This is an optimization exercise on Yosys and OpenROAD, whose aim is small area, not a production implementation. RTL that was checked went through simulation tests only; none was proved equivalent to the original. The clock port is modelled as an ideal driver, which makes a skipped or thinned clock tree look cheaper than it is; a real chip needs a root buffer or a tree. Power and IR drop assume default switching activity.

Settings: LEC_CHECK=0, CAP_MARGIN=0, CORE_MARGIN=2, CORE_UTILIZATION=50, SETUP_SLACK_MARGIN=-1.0, SLEW_MARGIN=0, SYNTH_HIERARCHICAL=1, SYNTH_MINIMUM_KEEP_SIZE=0; clock period 8.0 ns.
standard.sh (not shown) runs the stock make flow with config.mk's settings and CLKGATE_MAP_FILE= SYNTH_SCRIPT=/design/flow/synth_recipe.tcl, a recipe that flattens the netlist after the stock synthesis.
==> flow/flow/run.sh <==
#!/bin/bash
# The standard layout (standard.sh, standard synthesis script), with:
#  * DONT_USE_CELLS: the platform's list plus the larger drive strengths of
#    the logic cells (flow/dont_use.txt), so that synthesis maps the
#    single-gate modules of the RTL to the smallest cells;
#  * port buffers of the smallest buffer cell (buf_1) instead of the cell
#    buffer_ports picks by default;
#  * a clock tree of clkbuf_4 cells, one sink cluster and no dummy loads,
#    which flow/post_cts.tcl (run at the end of the CTS step) collapses to
#    its root buffer, sized to clkbuf_8, driving all 16 registers.
# The whole output of the flow goes to standard_flow.log; ORFS keeps each
# step's log under orfs/logs/.
set -euo pipefail
here=$(cd "$(dirname "$0")" && pwd)
DONT_USE=$(cat "$here/dont_use.txt")
CTS="-sink_clustering_enable -repair_clock_nets -dont_use_dummy_load"
CTS="$CTS -buf_list sky130_fd_sc_hd__clkbuf_4 -root_buf sky130_fd_sc_hd__clkbuf_4"
CTS="$CTS -sink_clustering_buffer sky130_fd_sc_hd__clkbuf_4"
CTS="$CTS -sink_clustering_size 30 -sink_clustering_max_diameter 300"
bash standard.sh "DONT_USE_CELLS=$DONT_USE" \
    "BUFFER_PORTS_ARGS=-buffer_cell sky130_fd_sc_hd__buf_1" \
    "CTS_ARGS=$CTS" "POST_CTS_TCL=$here/post_cts.tcl" finish > standard_flow.log 2>&1
Other scripts of this flow, unchanged in this note and not shown: flow/flow/dont_use.txt, flow/flow/post_cts.tcl
The starting point produced a clean layout.
Rerun with:
--- a/flow/design.v
+++ b/flow/design.v
@@ -355,12 +355,15 @@
 module rc5_nor3   (input wire a, input wire b, input wire c, output wire y); assign y = ~(a | b | c);     endmodule
 module rc5_and3   (input wire a, input wire b, input wire c, output wire y); assign y = a & b & c;        endmodule
 module rc5_and3b  (input wire a, input wire b, input wire c, output wire y); assign y = ~a & b & c;       endmodule
+module rc5_nor3b  (input wire a, input wire b, input wire c, output wire y); assign y = ~a & ~b & c;      endmodule
+module rc5_or3b   (input wire a, input wire b, input wire c, output wire y); assign y = a | b | ~c;       endmodule
 module rc5_maj3   (input wire a, input wire b, input wire c, output wire y); assign y = (a & b) | (c & (a | b)); endmodule
 module rc5_and4b  (input wire a, input wire b, input wire c, input wire d, output wire y); assign y = ~a & b & c & d;    endmodule
 module rc5_mux2   (input wire s, input wire a1, input wire a0, output wire y); assign y = s ? a1 : a0;     endmodule
 module rc5_mux2i  (input wire s, input wire a1, input wire a0, output wire y); assign y = ~(s ? a1 : a0);  endmodule
 module rc5_o21ai  (input wire a1, input wire a2, input wire b1, output wire y); assign y = ~((a1 | a2) & b1); endmodule
 module rc5_or3    (input wire a, input wire b, input wire c, output wire y); assign y = a | b | c;        endmodule
+module rc5_o21a   (input wire a1, input wire a2, input wire b1, output wire y); assign y = (a1 | a2) & b1;  endmodule
 module rc5_o22a   (input wire a1, input wire a2, input wire b1, input wire b2, output wire y);
     assign y = (a1 | a2) & (b1 | b2);
 endmodule
The new run ran to the end with no violations.
Clock skew does not change.
Die area is unchanged.
Worst setup slack is unchanged.
Final area does not change.
Utilization is unchanged.
Register-to-register slack stays flat.
Fmax is unchanged.
Via count is unchanged.
First-iteration DRC count is unchanged.
Non-clock buffer count is unchanged.
Count of clock-buffer cells in the layout does not change.

* * *

== oak ==
Another version of the RTL of rc5_decoder (not shown whole).
For scale: roughly 16 flip-flops, roughly 120 I/O pins.
export LEC_CHECK = 0
export CAP_MARGIN = 0
export CORE_MARGIN = 2
export CORE_UTILIZATION = 40
export SETUP_SLACK_MARGIN = -1.0
export SLEW_MARGIN = 0
export SYNTH_HIERARCHICAL = 1
export SYNTH_MINIMUM_KEEP_SIZE = 0
create_clock -name core_clock -period 8.0 [get_ports {clk}]
Scripts as last shown in full above: flow/flow/run.sh
Other scripts of this flow, unchanged in this note and not shown: flow/flow/dont_use.txt, flow/flow/post_cts.tcl
oak reached the end of the flow, and the finished layout is clean on the timing, design-rule and antenna checks.
> inputs changed (oak -> pine)
-- flow/design.v --
<<< oak, line 303
    rc5_o21ai  u_hold (.a1(p1_n), .a2(emit), .b1(deliver), .y(hold));  
    rc5_inv    u_shf  (.a(hold), .y(shift));
    rc5_nand2b u_h13  (.a(rst), .b(hold), .y(h13_n));                  
    wire [13:0] shn_nx;
    genvar k;
>>> pine, line 303
    rc5_o21ai  u_hold (.a1(p1_n), .a2(emit), .b1(deliver), .y(hold));  
    rc5_inv    u_shf  (.a(hold), .y(shift));
    rc5_or2    u_h13  (.a(shift), .b(rst), .y(h13_n));                 
    wire [13:0] shn_nx;
    genvar k;
Of oak and pine, pine shows the lower global-route usage, with oak above it. Going from oak to pine, the transition at the pin with the smallest max-transition slack was found to have gone up by 0.022 ns. pine vs. oak: met3 layer usage reported by global route climbed 1.7 points, first-pass GRT wire length -about 3%, y dimension of the die comparable, final worst-path cycle share now sits higher.

* * *

run A:
rc5_decoder, a different RTL version from the one above (not shown whole).
For scale: roughly 16 flip-flops, roughly 120 I/O pins, roughly 1800 um^2 of cells after synthesis.
==> flow/config.mk <==
export PLATFORM = sky130hd
export DESIGN_NAME = rc5_decoder
export DESIGN_NICKNAME = rc5_decoder
export VERILOG_FILES = /design/flow/design.v
export SDC_FILE = /design/flow/constraint.sdc
export NUM_CORES = 4
export LEC_CHECK = 0
export CAP_MARGIN = 20
export CORE_MARGIN = 2
export CORE_UTILIZATION = 40
export SLEW_MARGIN = 20
export SYNTH_HIERARCHICAL = 1
export SYNTH_MINIMUM_KEEP_SIZE = 0
==> flow/constraint.sdc <==
create_clock -name core_clock -period 8.0 [get_ports {clk}]
set_input_delay 1.6000 -clock core_clock [delete_from_list [all_inputs] [get_ports {clk}]]
set_output_delay 1.6000 -clock core_clock [all_outputs]
set_load 0.01 [all_outputs]
==> flow/flow/run.sh <==
#!/bin/bash
# The standard layout (standard.sh, standard synthesis script), with:
#  * DONT_USE_CELLS: the platform's list plus the larger drive strengths of
#    the logic cells (flow/dont_use.txt), so that synthesis maps the
#    single-gate modules of the RTL to the smallest cells;
#  * port buffers of the smallest buffer cell (buf_1) instead of the cell
#    buffer_ports picks by default;
#  * a clock tree of clkbuf_4 cells, one sink cluster and no dummy loads.
# The whole output of the flow goes to standard_flow.log; ORFS keeps each
# step's log under orfs/logs/.
set -euo pipefail
here=$(cd "$(dirname "$0")" && pwd)
DONT_USE=$(cat "$here/dont_use.txt")
CTS="-sink_clustering_enable -repair_clock_nets -dont_use_dummy_load"
CTS="$CTS -buf_list sky130_fd_sc_hd__clkbuf_4 -root_buf sky130_fd_sc_hd__clkbuf_4"
CTS="$CTS -sink_clustering_buffer sky130_fd_sc_hd__clkbuf_4"
CTS="$CTS -sink_clustering_size 30 -sink_clustering_max_diameter 300"
bash standard.sh "DONT_USE_CELLS=$DONT_USE" \
    "BUFFER_PORTS_ARGS=-buffer_cell sky130_fd_sc_hd__buf_1" \
    "CTS_ARGS=$CTS" finish > standard_flow.log 2>&1
Other scripts of this flow, unchanged in this note and not shown: flow/flow/dont_use.txt
For run Y, these inputs were changed with respect to run A:
--- a/flow/design.v
+++ b/flow/design.v
@@ -33,32 +33,41 @@
     wire t_n2;
     rc5_inv   u_ti2 (.a(ticks[2]), .y(t_n2));
     rc5_maj3  u_lc2 (.a(t_n2), .b(LOW_BOUND[2]), .c(lc[2]), .y(lc[3]));
     rc5_maj3  u_hc2 (.a(t_n2), .b(HIGH_BOUND[2]), .c(hc[2]), .y(hc[3]));
     wire t_n3;
     rc5_inv   u_ti3 (.a(ticks[3]), .y(t_n3));
     rc5_maj3  u_lc3 (.a(t_n3), .b(LOW_BOUND[3]), .c(lc[3]), .y(lc[4]));
     rc5_maj3  u_hc3 (.a(t_n3), .b(HIGH_BOUND[3]), .c(hc[3]), .y(hc[4]));
     wire t_n4;
     rc5_inv   u_ti4 (.a(ticks[4]), .y(t_n4));
     rc5_maj3  u_lc4 (.a(t_n4), .b(LOW_BOUND[4]), .c(lc[4]), .y(lc[5]));
     rc5_maj3  u_hc4 (.a(t_n4), .b(HIGH_BOUND[4]), .c(hc[4]), .y(hc[5]));
-    wire t_n5;
-    rc5_inv   u_ti5 (.a(ticks[5]), .y(t_n5));
-    rc5_maj3  u_lc5 (.a(t_n5), .b(LOW_BOUND[5]), .c(lc[5]), .y(lc[6]));
-    rc5_maj3  u_hc5 (.a(t_n5), .b(HIGH_BOUND[5]), .c(hc[5]), .y(hc[6]));
-    wire t_n6;
+    wire lb_n5, hb_n5, l_and5, l_or5, h_and5, h_or5;
+    rc5_inv   u_li5 (.a(LOW_BOUND[5]), .y(lb_n5));
+    rc5_inv   u_hi5 (.a(HIGH_BOUND[5]), .y(hb_n5));
+    rc5_nor2  u_la5 (.a(ticks[5]), .b(lb_n5), .y(l_and5));
+    rc5_nand2 u_lo5 (.a(ticks[5]), .b(lb_n5), .y(l_or5));
+    rc5_nor2  u_ha5 (.a(ticks[5]), .b(hb_n5), .y(h_and5));
+    rc5_nand2 u_ho5 (.a(ticks[5]), .b(hb_n5), .y(h_or5));
+    rc5_o21ai u_lc5 (.a1(l_and5), .a2(lc[5]), .b1(l_or5), .y(lc[6]));
+    rc5_o21ai u_hc5 (.a1(h_and5), .a2(hc[5]), .b1(h_or5), .y(hc[6]));
+    wire t_n6, l_nor6, l_nand6, h_nor6, h_nand6;
     rc5_inv   u_ti6 (.a(ticks[6]), .y(t_n6));
-    rc5_maj3  u_lc6 (.a(t_n6), .b(LOW_BOUND[6]), .c(lc[6]), .y(lc[7]));
-    rc5_maj3  u_hc6 (.a(t_n6), .b(HIGH_BOUND[6]), .c(hc[6]), .y(hc[7]));
+    rc5_nor2  u_lo6 (.a(t_n6), .b(LOW_BOUND[6]), .y(l_nor6));
+    rc5_nand2 u_la6 (.a(t_n6), .b(LOW_BOUND[6]), .y(l_nand6));
+    rc5_nor2  u_ho6 (.a(t_n6), .b(HIGH_BOUND[6]), .y(h_nor6));
+    rc5_nand2 u_ha6 (.a(t_n6), .b(HIGH_BOUND[6]), .y(h_nand6));
+    rc5_o21ai u_lc6 (.a1(l_nor6), .a2(lc[6]), .b1(l_nand6), .y(lc[7]));
+    rc5_o21ai u_hc6 (.a1(h_nor6), .a2(hc[6]), .b1(h_nand6), .y(hc[7]));
     wire lb_n7, hb_n7, l_and7, l_or7, h_and7, h_or7;
     rc5_inv   u_li7 (.a(LOW_BOUND[7]), .y(lb_n7));
     rc5_inv   u_hi7 (.a(HIGH_BOUND[7]), .y(hb_n7));
     rc5_nor2  u_la7 (.a(ticks[7]), .b(lb_n7), .y(l_and7));
     rc5_nand2 u_lo7 (.a(ticks[7]), .b(lb_n7), .y(l_or7));
     rc5_nor2  u_ha7 (.a(ticks[7]), .b(hb_n7), .y(h_and7));
     rc5_nand2 u_ho7 (.a(ticks[7]), .b(hb_n7), .y(h_or7));
     rc5_o21ai u_lc7 (.a1(l_and7), .a2(lc[7]), .b1(l_or7), .y(lc[8]));
     rc5_o21ai u_hc7 (.a1(h_and7), .a2(hc[7]), .b1(h_or7), .y(hc[8]));
     wire t_n8, l_nor8, l_nand8, h_nor8, h_nand8;
     rc5_inv   u_ti8 (.a(ticks[8]), .y(t_n8));
     rc5_nor2  u_lo8 (.a(t_n8), .b(LOW_BOUND[8]), .y(l_nor8));
--- outcome ---
- Run Y against run A: cell area power density now sits at about the same level, parity-gate share of the synthesized area counting xor and xnor cells now sits at about the same level.
- Looking at capturing instance or port of the critical path, the p0 result is from run A; the p1 one comes from run Y.
- Min utilization of the core after routing across run Y and run A: run Y
- Changes observed in run Y relative to run A: die height rose by about 0.36%, total non-filler cell area in the finished layout decreased 0.89%, met3 wirelength from detailed routing lost about 30%, total power now sits lower.
No functional check of the RTL was part of run A.

* * *

the previous run:
rc5_decoder with an RTL version that a note above also has.
Size: roughly 310 cells after synthesis, about 16 flip-flops, ~120 I/O pins, ~1800 um2 of cells after synthesis.
clock: 8.0 ns
lec_check: 0
cap_margin: 20
core_margin: 2
core_utilization: 40
slew_margin: 20
synth_hierarchical: 1
synth_minimum_keep_size: 0
Scripts as last shown in full above: flow/flow/run.sh
Other scripts of this flow, unchanged in this note and not shown: flow/flow/dont_use.txt
The previous run went all the way through the flow, and no timing, DRC or antenna check failed.
Input changes introduced in the current run (baseline for comparison: the previous run):
--- a/flow/design.v
+++ b/flow/design.v
@@ -293,28 +293,28 @@
     rc5_mux2i  u_p1m  (.s(deliver), .a1(p1_d), .a0(p1), .y(p1_m_n));
     rc5_nor3   u_p1n  (.a(rst), .b(arm), .c(p1_m_n), .y(p1_nx));
     rc5_a21oi  u_z    (.a1(p0), .a2(eL_n), .b1(d_a), .y(z));            
     rc5_nand2  u_dp   (.a(deliver), .b(p1), .y(dp_n));
     rc5_a21oi  u_x    (.a1(p0), .a2(dp_n), .b1(arm), .y(x_n));
     rc5_o21ai  u_w    (.a1(err), .a2(z), .b1(deliver), .y(w_n));
     rc5_a21oi  u_p0n  (.a1(x_n), .a2(w_n), .b1(rst), .y(p0_nx));
-    wire p1_n, sft_n, hold, shift, h13_n;
+    wire p1_n, sft_n, shift, h13_n, nbit_n;
     rc5_inv    u_p1n2 (.a(p1), .y(p1_n));
     rc5_nand3  u_sft  (.a(deliver), .b(p1), .c(emit), .y(sft_n));      
-    rc5_o21ai  u_hold (.a1(p1_n), .a2(emit), .b1(deliver), .y(hold));  
-    rc5_inv    u_shf  (.a(hold), .y(shift));
+    rc5_o21a   u_shf  (.a1(p1_n), .a2(emit), .b1(deliver), .y(shift));  
     rc5_or2    u_h13  (.a(shift), .b(rst), .y(h13_n));                 
+    rc5_nor2b  u_nbit (.a(nb), .b(p1), .y(nbit_n));                    
     wire [13:0] shn_nx;
     genvar k;
     generate
         for (k = 1; k < 13; k = k + 1) begin : g_sh
             rc5_o22a u_sh (.a1(sft_n), .a2(shn[k-1]), .b1(shift), .b2(shn[k]), .y(shn_nx[k]));
         end
     endgenerate
-    rc5_a2bb2o u_sh0 (.a1_n(sft_n), .a2_n(nb), .b1(hold), .b2(shn[0]), .y(shn_nx[0]));
+    rc5_mux2 u_sh0  (.s(shift), .a1(nbit_n), .a0(shn[0]), .y(shn_nx[0]));
     rc5_o22a u_sh13 (.a1(sft_n), .a2(shn[12]), .b1(h13_n), .b2(shn[13]), .y(shn_nx[13]));
     always @(posedge clk) begin
         p1  <= p1_nx;
         p0  <= p0_nx;
         shn <= shn_nx;
     end
     wire g, avail, ga_n, take_n, xcmd, xtog, xaddr;
@@ -370,17 +370,14 @@
 module rc5_o21a   (input wire a1, input wire a2, input wire b1, output wire y); assign y = (a1 | a2) & b1;  endmodule
 module rc5_o22a   (input wire a1, input wire a2, input wire b1, input wire b2, output wire y);
     assign y = (a1 | a2) & (b1 | b2);
 endmodule
 module rc5_o211ai (input wire a1, input wire a2, input wire b1, input wire c1, output wire y);
     assign y = ~((a1 | a2) & b1 & c1);
 endmodule
-module rc5_a2bb2o (input wire a1_n, input wire a2_n, input wire b1, input wire b2, output wire y);
-    assign y = (~a1_n & ~a2_n) | (b1 & b2);
-endmodule
 module rc5_a21oi  (input wire a1, input wire a2, input wire b1, output wire y); assign y = ~((a1 & a2) | b1); endmodule
 module rc5_o31a   (input wire a1, input wire a2, input wire a3, input wire b1, output wire y);
     assign y = (a1 | a2 | a3) & b1;
 endmodule
 module rc5_a22oi  (input wire a1, input wire a2, input wire b1, input wire b2, output wire y);
     assign y = ~((a1 & a2) | (b1 & b2));
 endmodule
## What came out
Mean instance size in the synthesized netlist delta for the current run relative to the previous run: about 0.43% higher. On total chip power, the current run and the previous run are neck and neck. Achievable clock frequency was higher in the run labelled the current run. Summary of the current run over the previous run: count of non-filler cells in the finished layout shows no meaningful change; fraction of the core area covered by cells at the end of the flow held steady; hold slack held. The previous run → the current run: wire length held, largest vdd supply drop went down 0.0056 mV, cell area held, growth of design area from synthesis to finish went down 0.42 points, pre-CTS worst setup slack went up 93 ps.

[static timing again, ports no longer ideal]
In the flow no input, the clock included, has a driving cell. The finished layouts below were timed again as built, in two steps. Step 1: set_driving_cell puts a clkbuf_16 on clk and a buf_2 on each other input, an assumption about the parent block. Step 2 moves the port delays by t, midway between the first and last clock arrival at a register: inputs arrive t later, outputs are due t later. That takes back most of the time a late clock gives input paths. a / b / c = ideal ports / drivers / drivers and shift; a / b = the first two.
run | shift t [ns] | setup slack, ns | hold slack, ns | worst data-port slew with drivers (ns)
the first run of note 1 | 0.173 | 0.348 / 0.314 / 0.140 | 0.521 / 0.521 / 0.521 | 0.05
the second run of note 1 | 0.173 | 0.348 / 0.314 / 0.140 | 0.521 / 0.521 / 0.521 | 0.05
oak | 0.171 | 0.442 / 0.430 / 0.259 | 0.522 / 0.522 / 0.522 | 0.06
pine | 0.168 | 0.335 / 0.323 / 0.155 | 0.512 / 0.512 / 0.512 | 0.06
run A | 0.285 | 0.522 / 0.506 / 0.220 | 0.502 / 0.502 / 0.502 | 0.08
run Y | 0.284 | 0.726 / 0.721 / 0.437 | 0.506 / 0.506 / 0.506 | 0.05
the previous run | 0.288 | 0.655 / 0.641 / 0.352 | 0.511 / 0.511 / 0.511 | 0.06
the current run | 0.288 | 0.850 / 0.833 / 0.545 | 0.511 / 0.511 / 0.511 | 0.06
After both steps every run listed still meets setup and hold. The setup slack of the current run, which loses most, moves by -0.017 ns with the drivers and by -0.305 ns with both steps.
